What follows belongs to an exercise in optimizing a design on an open flow for small area, a short achievable clock period and few clock cycles; a production flow would make more cautious choices. In this exercise RTL edits were held to simulation tests only and were not proved equivalent to the original.

==> inputs of 04-02 <==
Design mml_voice, start of the top module:
module mml_voice (
    input  wire        clk,
    input  wire        rst,         
    input  wire        in_valid,
    input  wire [7:0]  in_byte,
    input  wire        in_last,     
    output reg         in_ready,
    output reg         out_valid,
    input  wire        out_ready,
    output reg  [1:0]  out_kind,    
    output reg  [18:0] out_freq,    
    output reg  [28:0] out_dur,     
    output reg  [1:0]  out_fill,    
    output reg  [3:0]  out_vol,     
    output reg  [2:0]  out_err,     
    output reg         out_fg       
);
  localparam [1:0] K_TONE = 2'd0, K_END = 2'd1, K_ERR = 2'd2;
  localparam [2:0] E_MISSING_NUM = 3'd1, E_NOTE_RANGE = 3'd2,
                   E_ZERO_LEN    = 3'd3, E_ZERO_TEMPO = 3'd4,
                   E_BAD_ACC     = 3'd5, E_BAD_M      = 3'd6,
                   E_BAD_CMD     = 3'd7;
  localparam [4:0] C_SHARP = 5'd10, C_FLAT = 5'd11, C_DOT = 5'd12,
                   C_SEMI  = 5'd13, C_GT   = 5'd14, C_LT  = 5'd15,
                   C_B     = 5'd17, C_F    = 5'd21,
                   C_L     = 5'd23, C_T    = 5'd24, C_O   = 5'd25,
                   C_V     = 5'd26, C_N    = 5'd27, C_P   = 5'd28,
                   C_M     = 5'd29, C_S    = 5'd30, C_X   = 5'd31;
  localparam [3:0] U_NOP  = 4'd0,    
                   U_GT   = 4'd1,    
                   U_LT   = 4'd2,    
                   U_L    = 4'd3,
                   U_T    = 4'd4,
                   U_O    = 4'd5,
                   U_V    = 4'd6,
                   U_N    = 4'd7,
                   U_NOTE = 4'd8,    
                   U_P    = 4'd9,
                   U_M    = 4'd10,   
  ...
export LEC_CHECK = 0
export CAP_MARGIN = 20
export CORE_MARGIN = 2
export CORE_UTILIZATION = 40
export CTS_CLUSTER_DIAMETER = 60
export CTS_CLUSTER_SIZE = 22
export SLEW_MARGIN = 20
create_clock -name core_clock -period 10.0 [get_ports {clk}]
standard.sh (not shown) runs the stock make flow with config.mk's settings and CLKGATE_MAP_FILE= SYNTH_SCRIPT=/design/flow/synth_recipe.tcl, a recipe that flattens the netlist after the stock synthesis.
==> flow/flow/run.sh <==
#!/bin/bash
set -euo pipefail
bash standard.sh synth > synth.log 2>&1
bash standard.sh SETUP_SLACK_MARGIN=6.5 "BUFFER_PORTS_ARGS=-buffer_cell sky130_fd_sc_hd__buf_2" finish > layout.log 2>&1
==> inputs of 02-26, as changes to 04-02 <==
- ABC_AREA: default -> 1
- CTS_CLUSTER_DIAMETER: 60 -> default
- CTS_CLUSTER_SIZE: 22 -> default
==> run notes <==
Against 04-02, the sequential share of layout area of 02-26 is higher by 4.2 points.
Between 02-26 and 04-02, the lower first-iteration DRC count is in 02-26 (gap 20%, measured against 04-02).
Fmax: 04-02 is lower than 02-26 (about 14%).
Of 04-02 and 02-26, 04-02 has the higher clock skew (gap 0.0090 ns).
Wire length: 04-02 is larger than 02-26 (18%).
Between 02-26 and 04-02, the lower register-to-register slack is in 04-02 (gap 0.57 ns).
Count of clock-buffer cells in the layout: 04-02 is lower than 02-26 (5).
==> figures <==
| item | 02-26 | 04-02 |
|---|---|---|
| Core Footprint | 0.0406 mm^2 | 0.0434 mm^2 |
| Critical path endpoint | freq_r[10] | freq_r[0] |
| Multi-input combinational cell count | 1,989 | 1,803 |
| Share of synthesized area spent on multiplexers | 0.556% | 9.53% |
| Clock network latency to the later pin of the worst-skew pair | 0.54 ns | 0.57 ns |
| Final Net Count | 2,736 | 2,524 |
| Antenna violations before repair | 0 | 1 |
| Detailed Routing Iterations Pass 1 | 6 | 5 |
| Result of the run | finished clean | finished clean |
| Die height | 207 um | 214 um |
| Number of logic inverters in the finished layout | 260 | 78 |
| Global-route wire length before repair | 89,500 um | 102,000 um |
| Wire length after detailed routing | 58,300 um | 68,900 um |
| Final core utilization | 47.2% | 53.7% |
| Worst-path maximum fanout | 4 | 2 |
| Number of instances in the placed design | 3,070 | 2,775 |
| Most area-hungry cell type in the Yosys netlist | sky130_fd_sc_hd__nand2_1 | sky130_fd_sc_hd__dfxtp_1 |
| Area used by sequential logic in the layout | 0.00471 mm^2 | 0.00473 mm^2 |
Testbench counts of 04-02, summed over its fixed seeds: cycles 18,967.
Testbench counts of 02-26, summed over its fixed seeds: cycles 18,967.

---

==> build 37: inputs <==
mml_voice, a different RTL version from the one above (not shown whole).
make LEC_CHECK=0 CAP_MARGIN=20 CORE_MARGIN=2 CORE_UTILIZATION=40 SETUP_SLACK_MARGIN=5 SLEW_MARGIN=20 finish   # period 10.0 ns
run.sh (not shown) runs the stock make flow with config.mk's settings and CLKGATE_MAP_FILE= SYNTH_SCRIPT=/design/flow/synth_recipe.tcl, a recipe that flattens the netlist after the stock synthesis.
Stock flow here: none of the scripts above is used.
==> trial 91 (differences from build 37) <==
--- a/flow/design.v
+++ b/flow/design.v
@@ -57,15 +57,15 @@
   reg [3:0]  semi;        
   reg [15:0] num;
   reg        have_num;
   reg        dotted;
   reg        divt;        
   reg        divl;        
-  reg [3:0]  dcnt;
-  reg        zvol;        
+  reg [4:0]  dcnt;
   reg        endq;        
+  reg [2:0]  errc;        
   wire       lower    = (b_byte >= 8'h61 && b_byte <= 8'h7a);
   wire [7:0] fb       = {b_byte[7:6], b_byte[5] & !lower, b_byte[4:0]};
   wire       is_digit = (b_byte >= 8'h30 && b_byte <= 8'h39);
   wire       is_sharp = (b_byte == 8'h23 || b_byte == 8'h2b);
   wire       is_flat  = (b_byte == 8'h2d);
   wire       is_dot   = (b_byte == 8'h2e);
@@ -131,55 +131,47 @@
       8'h46: base_semi1 = 4'd6;    
       8'h47: base_semi1 = 4'd8;    
       8'h41: base_semi1 = 4'd10;   
       default: base_semi1 = 4'd12;  
     endcase
   endfunction
-  reg [3:0]  t_cnt0;
+  reg [4:0]  t_cnt0;
   reg [15:0] t_rema0, t_remb0;
   always @(*) begin
     if (num[15:12] != 4'd0) begin
-      t_cnt0 = 4'd8;  t_rema0 = K240 >> 18; t_remb0 = K360 >> 18;
-    end else if (num[11:7] != 5'd0) begin
-      t_cnt0 = 4'd10; t_rema0 = K240 >> 22; t_remb0 = K360 >> 22;
-    end else if (num[6:5] != 2'd0) begin
-      t_cnt0 = 4'd11; t_rema0 = K240 >> 24; t_remb0 = K360 >> 24;
+      t_cnt0 = 5'd16; t_rema0 = K240 >> 17; t_remb0 = K360 >> 17;
+    end else if (num[11:8] != 4'd0) begin
+      t_cnt0 = 5'd20; t_rema0 = K240 >> 21; t_remb0 = K360 >> 21;
+    end else if (num[7] != 1'b0) begin
+      t_cnt0 = 5'd21; t_rema0 = K240 >> 22; t_remb0 = K360 >> 22;
+    end else if (num[6] != 1'b0) begin
+      t_cnt0 = 5'd22; t_rema0 = K240 >> 23; t_remb0 = K360 >> 23;
+    end else if (num[5] != 1'b0) begin
+      t_cnt0 = 5'd23; t_rema0 = K240 >> 24; t_remb0 = K360 >> 24;
     end else begin
-      t_cnt0 = 4'd14; t_rema0 = 16'd0;      t_remb0 = 16'd0;
+      t_cnt0 = 5'd28; t_rema0 = 16'd0;      t_remb0 = 16'd0;
     end
   end
-  function [17:0] step2(input [15:0] r, input b1, input b0, input [15:0] d);
-    reg [16:0] t1, t2;
-    reg [17:0] s1, s2;
-    reg [15:0] r1, r2;
-    reg        q1, q0;
+  function [16:0] step1(input [15:0] r, input b, input [15:0] d);
+    reg [16:0] t;
+    reg [17:0] sd;
+    reg        q;
     begin
-      t1 = {r, b1};
-      s1 = {1'b0, t1} - {2'b00, d};
-      q1 = !s1[17];
-      r1 = q1 ? s1[15:0] : t1[15:0];
-      t2 = {r1, b0};
-      s2 = {1'b0, t2} - {2'b00, d};
-      q0 = !s2[17];
-      r2 = q0 ? s2[15:0] : t2[15:0];
-      step2 = {q1, q0, r2};
+      t  = {r, b};
+      sd = {1'b0, t} - {2'b00, d};
+      q  = !sd[17];
+      step1 = {q, q ? sd[15:0] : t[15:0]};
     end
   endfunction
-  wire [4:0]  dbit  = {dcnt, 1'b0};
-  wire        a_b1  = divt ? K240[dbit + 5'd1] : out_dur[28];
-  wire        a_b0  = divt ? K240[dbit]        : out_dur[27];
-  wire [17:0] st_a  = step2(out_freq[15:0], a_b1, a_b0, len_sel);
-  wire [17:0] st_b  = step2(out_dur[15:0], K360[dbit + 5'd1], K360[dbit], num);
+  wire        a_b   = divt ? K240[dcnt] : out_dur[28];
+  wire [16:0] st_a  = step1(out_freq[15:0], a_b, len_sel);
+  wire [16:0] st_b  = step1(out_dur[15:0], K360[dcnt], num);
   wire out_free = !out_valid || out_ready;
-  wire busy     = divl || (divt && dcnt != 4'd0);
-  wire adv      = out_free && !busy;
-  always @(*) begin
-    in_ready = !s_valid;
-    out_fill = speed;
-    out_vol  = zvol ? 4'd0 : vol;
-  end
+  wire busy     = divl || (divt && dcnt != 5'd0);
+  wire adv      = !busy;
+  always @(*) in_ready = !s_valid;
   reg        consume;      
   reg        start;        
   reg        go_skip;      
   reg        emit_tone;
   reg        emit_end;
   reg        emit_err;
@@ -192,13 +184,13 @@
     consume   = 1'b0;
     start     = 1'b0;
     go_skip   = 1'b0;
     emit_tone = 1'b0;
     emit_end  = 1'b0;
     emit_err  = 1'b0;
-    err_code  = out_err;
+    err_code  = errc;
     fin       = 1'b0;
     fin_ok    = 1'b0;
     tdiv      = 1'b0;
     ldiv      = 1'b0;
     if (adv) begin
       case (cmd)
@@ -251,13 +243,13 @@
             end
           end else begin
             consume = b_valid;
           end
         end
       endcase
-      if (endq && (emit_tone || emit_end || emit_err || tdiv || ldiv)) begin
+      if ((endq || !out_free) && (emit_tone || emit_end || emit_err || tdiv || ldiv)) begin
         consume   = 1'b0;
         start     = 1'b0;
         go_skip   = 1'b0;
         emit_tone = 1'b0;
         emit_end  = 1'b0;
         emit_err  = 1'b0;
@@ -288,24 +280,25 @@
       s_byte  <= in_byte;
       s_last  <= in_last;
     end
     if (out_valid && out_ready) begin
       if (endq) begin
         out_kind <= K_END;
-        out_fg   <= fg;
         endq     <= 1'b0;
       end else begin
         out_valid <= 1'b0;
       end
     end
     if (emit_tone) begin
       out_valid <= 1'b1;
       out_kind  <= K_TONE;
       out_freq  <= is_rest ? 19'd0 : rom_freq;
       out_dur   <= dur_shift;
-      zvol      <= (cmd == U_N) && (num == 16'd0);
+      out_fill  <= speed;
+      out_vol   <= ((cmd == U_N) && (num == 16'd0)) ? 4'd0 : vol;
+      out_fg    <= fg;          
       endq      <= str_done;
     end
     if (emit_end) begin
       out_valid <= 1'b1;
       out_kind  <= K_END;
       out_fg    <= fg;
@@ -377,14 +370,14 @@
         8'h41, 8'h42, 8'h43, 8'h44, 8'h45, 8'h46, 8'h47: begin
           cmd   <= U_NOTE;
           semi  <= base_semi1(fb);
           fresh <= 1'b1;
         end
         default: begin
-          cmd     <= U_ERR;
-          out_err <= E_BAD_CMD;
+          cmd  <= U_ERR;
+          errc <= E_BAD_CMD;
         end
       endcase
     end
     if (consume && !start && !go_skip && cmd != U_SKIP) begin
       str_done <= b_last;
       fresh    <= 1'b0;
@@ -392,24 +385,24 @@
         case (fb)
           8'h4e: begin speed <= 2'd0; cmd <= U_NOP; end
           8'h4c: begin speed <= 2'd1; cmd <= U_NOP; end
           8'h53: begin speed <= 2'd2; cmd <= U_NOP; end
           8'h46: begin fg    <= 1'b1; cmd <= U_NOP; end
           8'h42: begin fg    <= 1'b0; cmd <= U_NOP; end
-          default: begin cmd <= U_ERR; out_err <= E_BAD_M; end
+          default: begin cmd <= U_ERR; errc <= E_BAD_M; end
         endcase
       end else if (is_digit) begin
         num      <= num_next;
         have_num <= 1'b1;
       end else if (is_dot) begin
         dotted <= 1'b1;
       end else begin
         if ((is_flat && (semi == 4'd1 || semi == 4'd6)) ||
             (is_sharp && (semi == 4'd5 || semi == 4'd12))) begin
-          cmd     <= U_ERR;
-          out_err <= E_BAD_ACC;
+          cmd  <= U_ERR;
+          errc <= E_BAD_ACC;
         end else begin
           semi <= is_flat ? semi - 4'd1 : semi + 4'd1;
         end
       end
     end
     if (tdiv) begin
@@ -421,33 +414,35 @@
       q360           <= 29'd0;
       cmd            <= U_NOP;
     end
     if (divt) begin
       out_freq[15:0] <= st_a[15:0];
       out_dur[15:0]  <= st_b[15:0];
-      q240           <= {q240[25:0], st_a[17:16]};
-      q360           <= {q360[26:0], st_b[17:16]};
-      dcnt           <= dcnt - 4'd1;
-      if (dcnt == 4'd0) divt <= 1'b0;
+      q240           <= {q240[26:0], st_a[16]};
+      q360           <= {q360[27:0], st_b[16]};
+      dcnt           <= dcnt - 5'd1;
+      if (dcnt == 5'd0) divt <= 1'b0;
     end
     if (ldiv) begin
       divl           <= 1'b1;
-      dcnt           <= 4'd13;
-      out_freq[15:0] <= {15'd0, q_sel[28]};
-      out_dur        <= {q_sel[27:0], 1'b0};
+      dcnt           <= 5'd28;
+      out_freq[15:0] <= 16'd0;
+      out_dur        <= q_sel;
     end
     if (divl) begin
       out_freq[15:0] <= st_a[15:0];
-      out_dur        <= {out_dur[26:0], st_a[17:16]};
-      dcnt           <= dcnt - 4'd1;
-      if (dcnt == 4'd0) begin
+      out_dur        <= {out_dur[27:0], st_a[16]};
+      dcnt           <= dcnt - 5'd1;
+      if (dcnt == 5'd0) begin
         divl      <= 1'b0;
         out_valid <= 1'b1;
         out_kind  <= K_TONE;
         out_freq  <= is_rest ? 19'd0 : rom_freq;
-        zvol      <= (cmd == U_N) && (num == 16'd0);
+        out_fill  <= speed;
+        out_vol   <= ((cmd == U_N) && (num == 16'd0)) ? 4'd0 : vol;
+        out_fg    <= fg;
         endq      <= str_done;
         eff_valid <= 1'b0;
         cmd       <= U_NOP;
         str_done  <= 1'b0;
       end
     end
==> build 46 (differences from build 37) <==
--- a/flow/design.v
+++ b/flow/design.v
@@ -54,26 +54,28 @@
   reg [3:0]  cmd;
   reg        str_done;    
   reg        fresh;       
   reg [3:0]  semi;        
   reg [15:0] num;
   reg        have_num;
+  reg        have_len;    
   reg        dotted;
   reg        divt;        
   reg        divl;        
-  reg [3:0]  dcnt;
-  reg        zvol;        
+  reg [4:0]  dcnt;
   reg        endq;        
+  reg [2:0]  errc;        
   wire       lower    = (b_byte >= 8'h61 && b_byte <= 8'h7a);
   wire [7:0] fb       = {b_byte[7:6], b_byte[5] & !lower, b_byte[4:0]};
   wire       is_digit = (b_byte >= 8'h30 && b_byte <= 8'h39);
   wire       is_sharp = (b_byte == 8'h23 || b_byte == 8'h2b);
   wire       is_flat  = (b_byte == 8'h2d);
   wire       is_dot   = (b_byte == 8'h2e);
-  wire [19:0] num_next_w = {num, 3'b000} + {num, 1'b0} + b_byte[3:0];
-  wire [15:0] num_next   = (num_next_w[19:16] != 4'd0) ? 16'hffff : num_next_w[15:0];
+  wire [15:0] num_x10d = {num[12:0], 3'b000} + {num[14:0], 1'b0} + {12'd0, b_byte[3:0]};
+  wire        num_sat  = (num > 16'd6553) || (num == 16'd6553 && b_byte[3:0] > 4'd5);
+  wire [15:0] num_next = num_sat ? 16'hffff : num_x10d;
   wire [2:0]  cur_oct = eff_valid ? eff : oct;
   reg cont;
   always @(*) begin
     case (cmd)
       U_L, U_T, U_O, U_V: cont = is_digit;
       U_N, U_P:           cont = !dotted && (is_digit || is_dot);
@@ -109,16 +111,15 @@
       pow2_k[1] = x[2] | x[3] | x[6] | x[7] | x[10] | x[11] | x[14] | x[15];
       pow2_k[2] = x[4] | x[5] | x[6] | x[7] | x[12] | x[13] | x[14] | x[15];
       pow2_k[3] = |x[15:8];
     end
   endfunction
   wire [4:0]  num_pk   = pow2_k(num);
-  wire        use_num  = have_num && (cmd != U_N);
-  wire [15:0] len_sel  = use_num ? num : len_n;
-  wire        len_pow2 = use_num ? num_pk[4]   : len_p2_n;
-  wire [3:0]  len_k    = use_num ? num_pk[3:0] : len_k_n;
+  wire [15:0] len_sel  = have_len ? num : len_n;
+  wire        len_pow2 = have_len ? num_pk[4]   : len_p2_n;
+  wire [3:0]  len_k    = have_len ? num_pk[3:0] : len_k_n;
   wire [28:0] q_sel     = dotted ? q360 : {1'b0, q240};
   wire [28:0] dur_shift = q_sel >> len_k;
   wire [6:0]  u_note = cur_oct * 7'd12 + {3'd0, semi};
   wire [6:0]  u_sel  = (cmd == U_N) ? num[6:0] : u_note;
   wire [18:0] rom_freq;
   mml_freq_rom u_rom (.u(u_sel), .freq_chz(rom_freq));
@@ -131,55 +132,47 @@
       8'h46: base_semi1 = 4'd6;    
       8'h47: base_semi1 = 4'd8;    
       8'h41: base_semi1 = 4'd10;   
       default: base_semi1 = 4'd12;  
     endcase
   endfunction
-  reg [3:0]  t_cnt0;
+  reg [4:0]  t_cnt0;
   reg [15:0] t_rema0, t_remb0;
   always @(*) begin
     if (num[15:12] != 4'd0) begin
-      t_cnt0 = 4'd8;  t_rema0 = K240 >> 18; t_remb0 = K360 >> 18;
-    end else if (num[11:7] != 5'd0) begin
-      t_cnt0 = 4'd10; t_rema0 = K240 >> 22; t_remb0 = K360 >> 22;
-    end else if (num[6:5] != 2'd0) begin
-      t_cnt0 = 4'd11; t_rema0 = K240 >> 24; t_remb0 = K360 >> 24;
+      t_cnt0 = 5'd16; t_rema0 = K240 >> 17; t_remb0 = K360 >> 17;
+    end else if (num[11:8] != 4'd0) begin
+      t_cnt0 = 5'd20; t_rema0 = K240 >> 21; t_remb0 = K360 >> 21;
+    end else if (num[7] != 1'b0) begin
+      t_cnt0 = 5'd21; t_rema0 = K240 >> 22; t_remb0 = K360 >> 22;
+    end else if (num[6] != 1'b0) begin
+      t_cnt0 = 5'd22; t_rema0 = K240 >> 23; t_remb0 = K360 >> 23;
+    end else if (num[5] != 1'b0) begin
+      t_cnt0 = 5'd23; t_rema0 = K240 >> 24; t_remb0 = K360 >> 24;
     end else begin
-      t_cnt0 = 4'd14; t_rema0 = 16'd0;      t_remb0 = 16'd0;
+      t_cnt0 = 5'd28; t_rema0 = 16'd0;      t_remb0 = 16'd0;
     end
   end
-  function [17:0] step2(input [15:0] r, input b1, input b0, input [15:0] d);
-    reg [16:0] t1, t2;
-    reg [17:0] s1, s2;
-    reg [15:0] r1, r2;
-    reg        q1, q0;
+  function [16:0] step1(input [15:0] r, input b, input [15:0] d);
+    reg [16:0] t;
+    reg [17:0] sd;
+    reg        q;
     begin
-      t1 = {r, b1};
-      s1 = {1'b0, t1} - {2'b00, d};
-      q1 = !s1[17];
-      r1 = q1 ? s1[15:0] : t1[15:0];
-      t2 = {r1, b0};
-      s2 = {1'b0, t2} - {2'b00, d};
-      q0 = !s2[17];
-      r2 = q0 ? s2[15:0] : t2[15:0];
-      step2 = {q1, q0, r2};
+      t  = {r, b};
+      sd = {1'b0, t} - {2'b00, d};
+      q  = !sd[17];
+      step1 = {q, q ? sd[15:0] : t[15:0]};
     end
   endfunction
-  wire [4:0]  dbit  = {dcnt, 1'b0};
-  wire        a_b1  = divt ? K240[dbit + 5'd1] : out_dur[28];
-  wire        a_b0  = divt ? K240[dbit]        : out_dur[27];
-  wire [17:0] st_a  = step2(out_freq[15:0], a_b1, a_b0, len_sel);
-  wire [17:0] st_b  = step2(out_dur[15:0], K360[dbit + 5'd1], K360[dbit], num);
+  wire        a_b   = divt ? K240[dcnt] : out_dur[28];
+  wire [16:0] st_a  = step1(out_freq[15:0], a_b, len_sel);
+  wire [16:0] st_b  = step1(out_dur[15:0], K360[dcnt], num);
   wire out_free = !out_valid || out_ready;
-  wire busy     = divl || (divt && dcnt != 4'd0);
-  wire adv      = out_free && !busy;
-  always @(*) begin
-    in_ready = !s_valid;
-    out_fill = speed;
-    out_vol  = zvol ? 4'd0 : vol;
-  end
+  wire busy     = divl || (divt && dcnt != 5'd0);
+  wire adv      = !busy;
+  always @(*) in_ready = !s_valid;
   reg        consume;      
   reg        start;        
   reg        go_skip;      
   reg        emit_tone;
   reg        emit_end;
   reg        emit_err;
@@ -192,13 +185,13 @@
     consume   = 1'b0;
     start     = 1'b0;
     go_skip   = 1'b0;
     emit_tone = 1'b0;
     emit_end  = 1'b0;
     emit_err  = 1'b0;
-    err_code  = out_err;
+    err_code  = errc;
     fin       = 1'b0;
     fin_ok    = 1'b0;
     tdiv      = 1'b0;
     ldiv      = 1'b0;
     if (adv) begin
       case (cmd)
@@ -251,13 +244,13 @@
             end
           end else begin
             consume = b_valid;
           end
         end
       endcase
-      if (endq && (emit_tone || emit_end || emit_err || tdiv || ldiv)) begin
+      if ((endq || !out_free) && (emit_tone || emit_end || emit_err || tdiv || ldiv)) begin
         consume   = 1'b0;
         start     = 1'b0;
         go_skip   = 1'b0;
         emit_tone = 1'b0;
         emit_end  = 1'b0;
         emit_err  = 1'b0;
@@ -288,24 +281,25 @@
       s_byte  <= in_byte;
       s_last  <= in_last;
     end
     if (out_valid && out_ready) begin
       if (endq) begin
         out_kind <= K_END;
-        out_fg   <= fg;
         endq     <= 1'b0;
       end else begin
         out_valid <= 1'b0;
       end
     end
     if (emit_tone) begin
       out_valid <= 1'b1;
       out_kind  <= K_TONE;
       out_freq  <= is_rest ? 19'd0 : rom_freq;
       out_dur   <= dur_shift;
-      zvol      <= (cmd == U_N) && (num == 16'd0);
+      out_fill  <= speed;
+      out_vol   <= ((cmd == U_N) && (num == 16'd0)) ? 4'd0 : vol;
+      out_fg    <= fg;          
       endq      <= str_done;
     end
     if (emit_end) begin
       out_valid <= 1'b1;
       out_kind  <= K_END;
       out_fg    <= fg;
@@ -358,12 +352,13 @@
     end
     if (cmd == U_SKIP && consume && b_last) cmd <= U_NOP;
     if (start) begin
       str_done <= b_last;
       num      <= 16'd0;
       have_num <= 1'b0;
+      have_len <= 1'b0;
       dotted   <= 1'b0;
       fresh    <= 1'b0;
       case (fb)
         8'h3b: cmd <= U_NOP;
         8'h3e: cmd <= U_GT;
         8'h3c: cmd <= U_LT;
@@ -377,14 +372,14 @@
         8'h41, 8'h42, 8'h43, 8'h44, 8'h45, 8'h46, 8'h47: begin
           cmd   <= U_NOTE;
           semi  <= base_semi1(fb);
           fresh <= 1'b1;
         end
         default: begin
-          cmd     <= U_ERR;
-          out_err <= E_BAD_CMD;
+          cmd  <= U_ERR;
+          errc <= E_BAD_CMD;
         end
       endcase
     end
     if (consume && !start && !go_skip && cmd != U_SKIP) begin
       str_done <= b_last;
       fresh    <= 1'b0;
@@ -392,24 +387,25 @@
         case (fb)
           8'h4e: begin speed <= 2'd0; cmd <= U_NOP; end
           8'h4c: begin speed <= 2'd1; cmd <= U_NOP; end
           8'h53: begin speed <= 2'd2; cmd <= U_NOP; end
           8'h46: begin fg    <= 1'b1; cmd <= U_NOP; end
           8'h42: begin fg    <= 1'b0; cmd <= U_NOP; end
-          default: begin cmd <= U_ERR; out_err <= E_BAD_M; end
+          default: begin cmd <= U_ERR; errc <= E_BAD_M; end
         endcase
       end else if (is_digit) begin
         num      <= num_next;
         have_num <= 1'b1;
+        have_len <= (cmd != U_N);
       end else if (is_dot) begin
         dotted <= 1'b1;
       end else begin
         if ((is_flat && (semi == 4'd1 || semi == 4'd6)) ||
             (is_sharp && (semi == 4'd5 || semi == 4'd12))) begin
-          cmd     <= U_ERR;
-          out_err <= E_BAD_ACC;
+          cmd  <= U_ERR;
+          errc <= E_BAD_ACC;
         end else begin
           semi <= is_flat ? semi - 4'd1 : semi + 4'd1;
         end
       end
     end
     if (tdiv) begin
@@ -421,33 +417,35 @@
       q360           <= 29'd0;
       cmd            <= U_NOP;
     end
     if (divt) begin
       out_freq[15:0] <= st_a[15:0];
       out_dur[15:0]  <= st_b[15:0];
-      q240           <= {q240[25:0], st_a[17:16]};
-      q360           <= {q360[26:0], st_b[17:16]};
-      dcnt           <= dcnt - 4'd1;
-      if (dcnt == 4'd0) divt <= 1'b0;
+      q240           <= {q240[26:0], st_a[16]};
+      q360           <= {q360[27:0], st_b[16]};
+      dcnt           <= dcnt - 5'd1;
+      if (dcnt == 5'd0) divt <= 1'b0;
     end
     if (ldiv) begin
       divl           <= 1'b1;
-      dcnt           <= 4'd13;
-      out_freq[15:0] <= {15'd0, q_sel[28]};
-      out_dur        <= {q_sel[27:0], 1'b0};
+      dcnt           <= 5'd28;
+      out_freq[15:0] <= 16'd0;
+      out_dur        <= q_sel;
     end
     if (divl) begin
       out_freq[15:0] <= st_a[15:0];
-      out_dur        <= {out_dur[26:0], st_a[17:16]};
-      dcnt           <= dcnt - 4'd1;
-      if (dcnt == 4'd0) begin
+      out_dur        <= {out_dur[27:0], st_a[16]};
+      dcnt           <= dcnt - 5'd1;
+      if (dcnt == 5'd0) begin
         divl      <= 1'b0;
         out_valid <= 1'b1;
         out_kind  <= K_TONE;
         out_freq  <= is_rest ? 19'd0 : rom_freq;
-        zvol      <= (cmd == U_N) && (num == 16'd0);
+        out_fill  <= speed;
+        out_vol   <= ((cmd == U_N) && (num == 16'd0)) ? 4'd0 : vol;
+        out_fg    <= fg;
         endq      <= str_done;
         eff_valid <= 1'b0;
         cmd       <= U_NOP;
         str_done  <= 1'b0;
       end
     end
==> qor summary <==
Library cell with the highest instance count after synthesis: build 37 a21oi_1; trial 91 nor2_1; build 46 nand2_1
Die span in y: build 37 220.6 µm; trial 91 210.0 µm; build 46 208.8 µm
Required time worst endpoint: build 37 10.31 ns; trial 91 10.38 ns; build 46 10.31 ns
Number of placed cells counting well taps: build 37 2967; trial 91 2555; build 46 2519
Destination of the worst hold path: build 37 out_fg; trial 91 out_freq[17]; build 46 out_vol[1]
Capture point of the critical path: build 37 out_freq[1]; trial 91 out_freq[0]; build 46 out_freq[13]
Routing usage on met2: build 37 42.20%; trial 91 39.72%; build 46 36.77%
Flops & latches, synth: build 37 203; trial 91 212; build 46 213
Setup slack of the worst register-to-register path: build 37 4.03 ns; trial 91 5.26 ns; build 46 5.26 ns
Number of tapcells: build 37 607; trial 91 539; build 46 539
Multi-Input Combinational: build 37 1985; trial 91 1630; build 46 1609
Status: build 37 complete, no violations; trial 91 complete, no violations; build 46 complete, no violations
Unrepaired setup endpoints after global routing: build 37 yes; trial 91 no; build 46 yes
HPWL reported at the end of detailed placement: build 37 48260 µm; trial 91 39430 µm; build 46 38330 µm
Layout buffer count excluding clock buffers: build 37 214; trial 91 101; build 46 98
Via-per-instance ratio: build 37 6.427; trial 91 6.305; build 46 6.209
Synthesized-area fraction occupied by and/or/nand/nor cells: build 37 20.42%; trial 91 18.65%; build 46 18.35%
Initial DRT Pass Iterations: build 37 6; trial 91 9; build 46 6
Mux contribution to synthesized area: build 37 8.897%; trial 91 10.11%; build 46 10.21%
Testbench counts of build 37, summed over its fixed seeds: cycles 16,114.
Testbench counts of trial 91, summed over its fixed seeds: cycles 18,967.
Testbench counts of build 46, summed over its fixed seeds: cycles 18,967.

## re-timing with driven ports
In the flow no input, the clock included, has a driving cell. The finished layouts below were timed again as built, in two steps.
Step 1: set_driving_cell puts a clkbuf_16 on clk and a buf_2 on each other input, an assumption about the parent block.
Step 2 adds t to the input delays and takes it off the output delays; t is the mean of the earliest and latest rising clock arrival at the registers after step 1. Input paths then give back, and output paths get back, about the clock's delay inside the block.
a / b / c = ideal ports / drivers / drivers and shift; a / b = the first two.
run	t, ns	slack for setup (ns)	worst setup path at the end	worst register clock-pin slew, ns
04-02	0.617	6.001 / 6.001 / 5.556	input to register	0.08 / 0.08
02-26	0.589	6.569 / 6.560 / 6.034	input to register	0.07 / 0.07
build 37	0.607	4.034 / 4.034 / 3.971	input to register	0.07 / 0.07
trial 91	0.611	5.257 / 5.257 / 4.809	input to register	0.07 / 0.07
build 46	0.620	5.259 / 5.259 / 4.688	input to register	0.07 / 0.07
After both steps every run listed still meets setup and hold. For build 46, which loses most, drivers alone change the setup slack by 0.000 ns; drivers and shift together by -0.571 ns.
